What follows belongs to an exercise in optimizing a design on an open flow for small area and a short achievable clock period; a production flow would make more cautious choices.
The RTL was checked by simulation tests, not by an equivalence proof against the original design.
No activity file was given, so power comes from the tool's default toggle rates.

==> design/flow/design.v <==
module fsk_rx (
    input  wire        clk,
    input  wire        rst,           
    input  wire        in_valid,
    input  wire [15:0] in_i,
    input  wire [15:0] in_q,
    output reg         db_valid,
    output reg  [7:0]  db_level,
    output reg  [31:0] db_maxsq,
    output reg         hit_valid,
    output reg         byte_valid,
    output reg  [7:0]  byte_data,
    output reg         byte_first,
    output reg         byte_last
);
    localparam [31:0] SYNC_WORD = 32'h8E89BED6;
    localparam [7:0]  OVH       = 8'd3;
    localparam [10:0] RAW_LAST  = 11'd2047;    
    localparam [1:0] S_BEGIN   = 2'd0;
    localparam [1:0] S_HEADER  = 2'd1;
    localparam [1:0] S_PAYLOAD = 2'd2;
    function [31:0] db_threshold(input [6:0] idx);
        begin
            case (idx)
                7'd0: db_threshold = 32'd1;
                7'd1: db_threshold = 32'd2;
                7'd2: db_threshold = 32'd2;
                7'd3: db_threshold = 32'd2;
                7'd4: db_threshold = 32'd3;
                7'd5: db_threshold = 32'd3;
                7'd6: db_threshold = 32'd4;
                7'd7: db_threshold = 32'd5;
                7'd8: db_threshold = 32'd6;
                7'd9: db_threshold = 32'd7;
                7'd10: db_threshold = 32'd9;
                7'd11: db_threshold = 32'd11;
                7'd12: db_threshold = 32'd14;
                7'd13: db_threshold = 32'd18;
                7'd14: db_threshold = 32'd22;
                7'd15: db_threshold = 32'd27;
                7'd16: db_threshold = 32'd34;
                7'd17: db_threshold = 32'd43;
                7'd18: db_threshold = 32'd54;
                7'd19: db_threshold = 32'd68;
                7'd20: db_threshold = 32'd86;
                7'd21: db_threshold = 32'd108;
                7'd22: db_threshold = 32'd136;
                7'd23: db_threshold = 32'd171;
                7'd24: db_threshold = 32'd215;
                7'd25: db_threshold = 32'd270;
                7'd26: db_threshold = 32'd340;
                7'd27: db_threshold = 32'd428;
                7'd28: db_threshold = 32'd539;
                7'd29: db_threshold = 32'd678;
                7'd30: db_threshold = 32'd853;
                7'd31: db_threshold = 32'd1074;
                7'd32: db_threshold = 32'd1352;
                7'd33: db_threshold = 32'd1702;
                7'd34: db_threshold = 32'd2143;
                7'd35: db_threshold = 32'd2698;
                7'd36: db_threshold = 32'd3396;
                7'd37: db_threshold = 32'd4275;
                7'd38: db_threshold = 32'd5382;
                7'd39: db_threshold = 32'd6775;
                7'd40: db_threshold = 32'd8530;
                7'd41: db_threshold = 32'd10738;
                7'd42: db_threshold = 32'd13518;
                7'd43: db_threshold = 32'd17018;
                7'd44: db_threshold = 32'd21424;
                7'd45: db_threshold = 32'd26972;
                7'd46: db_threshold = 32'd33955;
                7'd47: db_threshold = 32'd42747;
                7'd48: db_threshold = 32'd53815;
                7'd49: db_threshold = 32'd67749;
                7'd50: db_threshold = 32'd85291;
                7'd51: db_threshold = 32'd107375;
                7'd52: db_threshold = 32'd135177;
                7'd53: db_threshold = 32'd170177;
                7'd54: db_threshold = 32'd214240;
                7'd55: db_threshold = 32'd269712;
                7'd56: db_threshold = 32'd339547;
                7'd57: db_threshold = 32'd427465;
                7'd58: db_threshold = 32'd538146;
                7'd59: db_threshold = 32'd677486;
                7'd60: db_threshold = 32'd852904;
                7'd61: db_threshold = 32'd1073742;
                7'd62: db_threshold = 32'd1351761;
                7'd63: db_threshold = 32'd1701767;
                7'd64: db_threshold = 32'd2142397;
                7'd65: db_threshold = 32'd2697118;
                7'd66: db_threshold = 32'd3395470;
                7'd67: db_threshold = 32'd4274644;
                7'd68: db_threshold = 32'd5381457;
                7'd69: db_threshold = 32'd6774853;
                7'd70: db_threshold = 32'd8529035;
                7'd71: db_threshold = 32'd10737419;
                7'd72: db_threshold = 32'd13517609;
                7'd73: db_threshold = 32'd17017662;
                7'd74: db_threshold = 32'd21423966;
                7'd75: db_threshold = 32'd26971176;
                7'd76: db_threshold = 32'd33954698;
                7'd77: db_threshold = 32'd42746432;
                7'd78: db_threshold = 32'd53814570;
                7'd79: db_threshold = 32'd67748529;
                7'd80: db_threshold = 32'd85290345;
                7'd81: db_threshold = 32'd107374183;
                7'd82: db_threshold = 32'd135176087;
                7'd83: db_threshold = 32'd170176611;
                7'd84: db_threshold = 32'd214239660;
                7'd85: db_threshold = 32'd269711752;
                7'd86: db_threshold = 32'd339546979;
                7'd87: db_threshold = 32'd427464320;
                7'd88: db_threshold = 32'd538145695;
                7'd89: db_threshold = 32'd677485290;
                7'd90: db_threshold = 32'd852903448;
                7'd91: db_threshold = 32'd1073741824;
                7'd92: db_threshold = 32'd1351760868;
                7'd93: db_threshold = 32'd1701766108;
                7'd94: db_threshold = 32'd2142396598;
                default: db_threshold = 32'hFFFFFFFF;
            endcase
        end
    endfunction
    reg               v0;
    reg signed [15:0] i0, q0;
    reg        [10:0] rawcnt;
    always @(posedge clk) begin
        if (rst) begin
            v0 <= 1'b0;
            i0 <= 16'd0;
            q0 <= 16'd0;
        end else begin
            v0 <= in_valid;
            i0 <= in_i;
            q0 <= in_q;
        end
    end
    always @(posedge clk) begin
        if (rst)
            rawcnt <= 11'd0;
        else if (v0)
            rawcnt <= rawcnt + 11'd1;
    end
    wire sym_take = v0 && (rawcnt[1:0] == 2'b11);
    wire buf_end  = v0 && (rawcnt == RAW_LAST);
    wire signed [31:0] isq = i0 * i0;
    wire signed [31:0] qsq = q0 * q0;
    wire        [31:0] mag = isq + qsq;
    reg  [31:0] curmax;
    reg  [31:0] bufmax;
    reg         bufmax_valid;
    wire [31:0] newmax = (rawcnt == 11'd0 || mag > curmax) ? mag : curmax;
    always @(posedge clk) begin
        if (rst) begin
            curmax       <= 32'd0;
            bufmax       <= 32'd0;
            bufmax_valid <= 1'b0;
        end else begin
            bufmax_valid <= buf_end;
            if (v0) begin
                curmax <= newmax;
                if (buf_end)
                    bufmax <= newmax;
            end
        end
    end
    reg [94:0] db_reach;
    reg [6:0]  db_index;
    reg [7:0]  db_next;
    integer    k;
    always @(*) begin
        for (k = 0; k < 95; k = k + 1)
            db_reach[k] = (bufmax >= db_threshold(k[6:0]));
        db_index = 7'd0;
        for (k = 0; k < 95; k = k + 1)
            if (k == 94)
                db_index = db_index | ({7{db_reach[k]}} & k[6:0]);
            else
                db_index = db_index | ({7{db_reach[k] & ~db_reach[k+1]}} & k[6:0]);
        if (bufmax == 32'd0)
            db_next = 8'h80;
        else
            db_next = {1'b0, db_index} - 8'd91;
    end
    always @(posedge clk) begin
        if (rst) begin
            db_valid <= 1'b0;
            db_level <= 8'd0;
            db_maxsq <= 32'd0;
        end else begin
            db_valid <= bufmax_valid;
            if (bufmax_valid) begin
                db_level <= db_next;
                db_maxsq <= bufmax;
            end
        end
    end
    reg signed [15:0] pi, pq;        
    reg               have_prev;
    reg               bit_valid;
    reg               bit_val;
    wire signed [31:0] xprod = pi * q0 - i0 * pq;
    always @(posedge clk) begin
        if (rst) begin
            pi        <= 16'd0;
            pq        <= 16'd0;
            have_prev <= 1'b0;
            bit_valid <= 1'b0;
            bit_val   <= 1'b0;
        end else begin
            bit_valid <= sym_take && have_prev;
            if (sym_take) begin
                pi        <= i0;
                pq        <= q0;
                have_prev <= 1'b1;
                bit_val   <= (xprod > 0);
            end
        end
    end
    reg [1:0]  state;
    reg [31:0] win;
    reg [5:0]  fill;       
    wire [31:0] win_next  = {bit_val, win[31:1]};
    wire [5:0]  fill_next = (fill == 6'd32) ? 6'd32 : fill + 6'd1;
    wire        sync_hit  = (fill_next == 6'd32) && (win_next == SYNC_WORD);
    reg [3:0] bitcnt;       
    reg [7:0] shreg;        
    reg [8:0] plen;         
    reg [8:0] bytecnt;      
    wire [7:0] byte_now = {bit_val, shreg[7:1]};
    always @(posedge clk) begin
        if (rst) begin
            state      <= S_BEGIN;
            win        <= 32'd0;
            fill       <= 6'd0;
            bitcnt     <= 4'd0;
            shreg      <= 8'd0;
            plen       <= 9'd0;
            bytecnt    <= 9'd0;
            hit_valid  <= 1'b0;
            byte_valid <= 1'b0;
            byte_data  <= 8'd0;
            byte_first <= 1'b0;
            byte_last  <= 1'b0;
        end else begin
            hit_valid  <= 1'b0;
            byte_valid <= 1'b0;
            if (bit_valid) begin
                case (state)
                    S_BEGIN: begin
                        win  <= win_next;
                        fill <= fill_next;
                        if (sync_hit) begin
                            hit_valid <= 1'b1;
                            state     <= S_HEADER;
                            bitcnt    <= 4'd0;
                        end
                    end
                    S_HEADER: begin
                        shreg  <= byte_now;
                        bitcnt <= bitcnt + 4'd1;
                        if (bitcnt[2:0] == 3'd7) begin
                            byte_valid <= 1'b1;
                            byte_data  <= byte_now;
                            byte_first <= (bitcnt == 4'd7);
                            byte_last  <= 1'b0;
                        end
                        if (bitcnt == 4'd15) begin
                            plen    <= {1'b0, byte_now} + {1'b0, OVH};
                            bytecnt <= 9'd0;
                            bitcnt  <= 4'd0;
                            state   <= S_PAYLOAD;
                        end
                    end
                    default: begin
                        shreg  <= byte_now;
                        bitcnt <= {1'b0, bitcnt[2:0] + 3'd1};
                        if (bitcnt[2:0] == 3'd7) begin
                            byte_valid <= 1'b1;
                            byte_data  <= byte_now;
                            byte_first <= 1'b0;
                            byte_last  <= (bytecnt == plen - 9'd1);
                            bytecnt    <= bytecnt + 9'd1;
                            if (bytecnt == plen - 9'd1) begin
                                state <= S_BEGIN;
                                win   <= 32'd0;
                                fill  <= 6'd0;
                            end
                        end
                    end
                endcase
            end
        end
    end
endmodule
==> design/flow/run.sh <==
#!/bin/bash
# synth_recipe.tcl (not shown) runs the flow's synth.tcl, then flattens the netlist and writes it again
# the make line also repeats each setting of config.mk as NAME=value (left out here)
make -C /OpenROAD-flow-scripts/flow DESIGN_CONFIG=/design/flow/config.mk WORK_HOME=/design/flow/orfs CLKGATE_MAP_FILE= SYNTH_SCRIPT=/design/flow/synth_recipe.tcl finish
==> design/flow/config.mk <==
export PLATFORM = sky130hd
export DESIGN_NAME = fsk_rx
export DESIGN_NICKNAME = fsk_rx
export VERILOG_FILES = /design/flow/design.v
export SDC_FILE = /design/flow/constraint.sdc
export NUM_CORES = 4
export LEC_CHECK = 0
export CAP_MARGIN = 20
export CORE_MARGIN = 2
export CORE_UTILIZATION = 40
export SLEW_MARGIN = 20
==> design/flow/constraint.sdc <==
create_clock -name core_clock -period 12.0 [get_ports {clk}]
set_input_delay 2.4000 -clock core_clock [delete_from_list [all_inputs] [get_ports {clk}]]
set_output_delay 2.4000 -clock core_clock [all_outputs]
set_load 0.01 [all_outputs]
==> results.json <==
{
  "hold_depth": 2,
  "synth_ff_type": "dfxtp_1",
  "rrSetupSlack_ns": 0.87,
  "status": "no timing/DRC/antenna violations",
  "r2r_end": "bufmax[19]$_SDFFE_PP0P_",
  "finClkSkew_ns": 0.0519,
  "fmax_mhz": 89.8,
  "die_area_um2": 137000,
  "cts_tree": "yes",
  "fin_nets": 7449,
  "final.fill_count": 13184,
  "vias": 42454,
  "cp_slowest_cell": "dfxtp_1",
  "cts_root_buf": "clkbuf_16",
  "crit_path_max_incr_delay_ns": 0.97,
  "rows": 134,
  "grt_pass1_vias": 44329,
  "core_area_um2": 133000,
  "synth.yosys.warnings": 1,
  "hold_violations": 0,
  "switchingPower_uw": 5020,
  "drc": 0,
  "grt_pass1_wl_um": 264000,
  "yosysUniqueCellTypes": 92,
  "critical_path.most_common_cell": "fa_1",
  "post-route-period-util": 0.928,
  "hold_start": "byte_data[6]$_SDFFE_PP0P_",
  "hpwlAfterDp_um": 133000,
  "seq_area_frac_synth": 0.0992,
  "portBuffers": 87,
  "io_pins": 88,
  "cp.arrival_ns": 11.52,
  "worst-setup-path-type": "flip-flop to flip-flop",
  "ant_nets": 0,
  "ys_ff_latch": 265,
  "comb_power_share": 0.785,
  "antenna_found_initial": 4,
  "crit_path_end_kind": "flip-flop",
  "internal_power_uw": 4680,
  "synth_edf_count": 0,
  "die_h_um": 370,
  "mostFrequentLayoutCells": "1,177 x inv_1, 1,101 x fa_1, 831 x nand2_1",
  "setup_viol": 0,
  "switching_share": 0.517,
  "clkSlewWorstSetupHoldPaths_ns": 0.06,
  "hold_buffers": 0,
  "syn-cell-area_um2": 53500,
  "cts_setup_buffers": 0,
  "start_util": 0.402,
  "wl_per_cell_um": 21.5,
  "fin_util": 0.431,
  "p_leak_uw": 0.0275,
  "viasPerCell": 5.47,
  "synth_cells": 6074,
  "rsz0062_at_grt": "no",
  "drtPass1Iterations": 7,
  "postRouteWirelength_um": 167000,
  "setup_tns_ns": 0,
  "numCtsBuffers": 34,
  "syn_area_per_cell_um2": 8.81,
  "min_path_type": "flip-flop to flip-flop",
  "postSynth.asyncResetShare": 0,
  "synthTopCellsByArea": "fa_1 41%, dfxtp_1 9.9%, inv_1 8.3%",
  "cts_sinks": 265,
  "dr.first_iter.drc_count": 3875,
  "gp_congestion": 1.05,
  "syn_nets": 7556,
  "maxCapViolCount": 0,
  "power_density_nw_per_um2": 169,
  "globalRouteOverflowTotal": 0,
  "htree_levels": 2,
  "min_to": "byte_data[6]$_SDFFE_PP0P_",
  "track_usage": 0.250,
  "post_cts_resize_count": 0,
  "cp-start-kind": "flip-flop",
  "critical_path_required_ns": 12.39,
  "cp_max_fo": 24,
  "slew-limit-headroom": 0.191,
  "area_growth_syn_to_layout_pct": 7.12,
  "cts_buffer_depth": 3,
  "drive_gt1_frac": 0.0409,
  "period_needed_ns": 11.13,
  "seqPwrFrac": 0.099,
  "yosys.area.top_type_share": 0.412,
  "total_power_uw": 9700,
  "tightest_slew_ns": 1.20,
  "grt_max_degree": 182,
  "ir_worst_vdd_mv": 0.551,
  "clkPwrFrac": 0.116,
  "drv_slew": 0,
  "reg2reg_depth": 31,
  "die_w_um": 370,
  "final_common_cell": "inv_1",
  "whs_ns": 0.452,
  "clkLatencyLatePin_ns": 0.59,
  "r2r-start": "q0[10]$_SDFF_PP0_",
  "synth_top_area_cell": "fa_1"
}
cell usage after synthesis, types with 92 or more instances:
| cell | instances |
|---|---|
| a21oi_1 | 233 |
| and2_1 | 259 |
| clkbuf_1 | 272 |
| dfxtp_1 | 265 |
| fa_1 | 1101 |
| ha_1 | 346 |
| inv_1 | 1177 |
| nand2_1 | 832 |
| nand3_1 | 106 |
| nor2_1 | 253 |
| o21ai_0 | 92 |
metrics by stage:
stage	worst slack, ns	cell area (um^2)	instances
3_5_place_dp	1.10	56100	7699
3_3_place_gp	1.40	56100	7699
6_report	0.867	57300	7762
5_1_grt	0.0912	57300	7759
2_1_floorplan	2.16	53500	6074
4_1_cts	1.04	57300	7759
worst max-delay path, delay by kind of cell, from the launching register on:
family                     cells  cell delay (ns)
adders and majority gates     10             4.80
buffers and inverters          5             1.21
AOI/OAI and AO/OA             10             2.59
DFF                            1             0.97
and+or+nand+nor                6             1.32
power by group through the flow:
stage          Clock [uW]  Sequential, uW  Combinational (uW)
2_1_floorplan           0             955                5660
3_3_place_gp            0             980                7460
3_5_place_dp            0             980                7560
4_1_cts              1160             960                7620
5_1_grt              1190             966                8690
6_report             1120             962                7620
routing by layer:
layer,wire [um],GRT usage,vias up
li1,-,-,18831
met5,41,0,-
met2,75300,0.393,1725
met4,6120,0.0804,6
met3,13700,0.0465,352
met1,71700,0.349,21540
state kept, by name, indices dropped and copies added (netlist names), 4 cells and up:
name,cells
db_maxsq,32
bufmax,32
win,31
pi,16
rawcnt,11
bitcnt,4
pq,16
bytecnt,9
db_level,8
i0,16
fill,6
curmax,32
shreg,7
byte_data,8
q0,16
plen,9
layout make-up:
type / instances / area (um^2) / share of cell area
multi-input cells: 4289 / 42500 / 0.741
flip-flops and latches: 265 / 5310 / 0.0927
inverters: 1179 / 4430 / 0.0772
well taps: 1768 / 2210 / 0.0386
repair buffers: 198 / 1720 / 0.0300
clock buffers: 47 / 991 / 0.0173
clock inverters: 13 / 194 / 0.00338
diodes: 3 / 7.51 / 0.000131
kinds of logic (layout without fill, tap and decap cells):
group,after synthesis,in the layout,share of synthesized area
AO/OA/AOI/OAI,709,709,0.0881
XOR/XNOR,123,123,0.0201
adder cells (fa/ha/maj),1447,1447,0.493
buffers and inverters,1520,1437,0.108
flip-flops,265,265,0.0992
multiplexers,42,42,0.00797
other,0,3,0
AND/OR/NAND/NOR,1968,1968,0.184
how the worst max path moves through the flow:
stage	slack (ns)	from	end	cells past startpoint
2_1_floorplan	2.16	q0[15]$_SDFF_PP0_	curmax[29]$_SDFFE_PP0P_	36
3_3_place_gp	1.40	q0[10]$_SDFF_PP0_	bufmax[31]$_SDFFE_PP0P_	31
3_5_place_dp	1.10	i0[15]$_SDFF_PP0_	curmax[6]$_SDFFE_PP0P_	32
4_1_cts	1.04	i0[15]$_SDFF_PP0_	bufmax[19]$_SDFFE_PP0P_	31
5_1_grt	0.09	q0[10]$_SDFF_PP0_	bufmax[19]$_SDFFE_PP0P_	31
6_report	0.87	q0[10]$_SDFF_PP0_	bufmax[19]$_SDFFE_PP0P_	31

[afterwards: timing with drivers on the ports]
How much do the figures lean on ideal ports? The routed layout below was timed once more, with nothing changed but the port constraints.
Step 1 (the two cells are an assumption about what drives the block):
set clk [get_ports {clk}]
set_driving_cell -lib_cell sky130_fd_sc_hd__clkbuf_16 $clk
set_driving_cell -lib_cell sky130_fd_sc_hd__buf_2 [delete_from_list [all_inputs] $clk]
Step 2 moves the port delays by t, midway between the first and last clock arrival at a register: inputs arrive t later, outputs are due t later. That takes back most of the time a late clock gives input paths.
Slacks: ideal ports / drivers / drivers and shift; pairs: ideal ports / drivers.
t, ns: 0.636
setup slack, ns: 0.867 / 0.867 / 0.867
hold WS [ns]: 0.452 / 0.452 / 0.452
clock arrival spread, ns: 0.052 / 0.052
worst register clock-pin slew, ns: 0.07 / 0.07
After both steps this run still meets setup and hold. For this run, drivers alone change the setup slack by 0.000 ns; drivers and shift together by 0.000 ns.
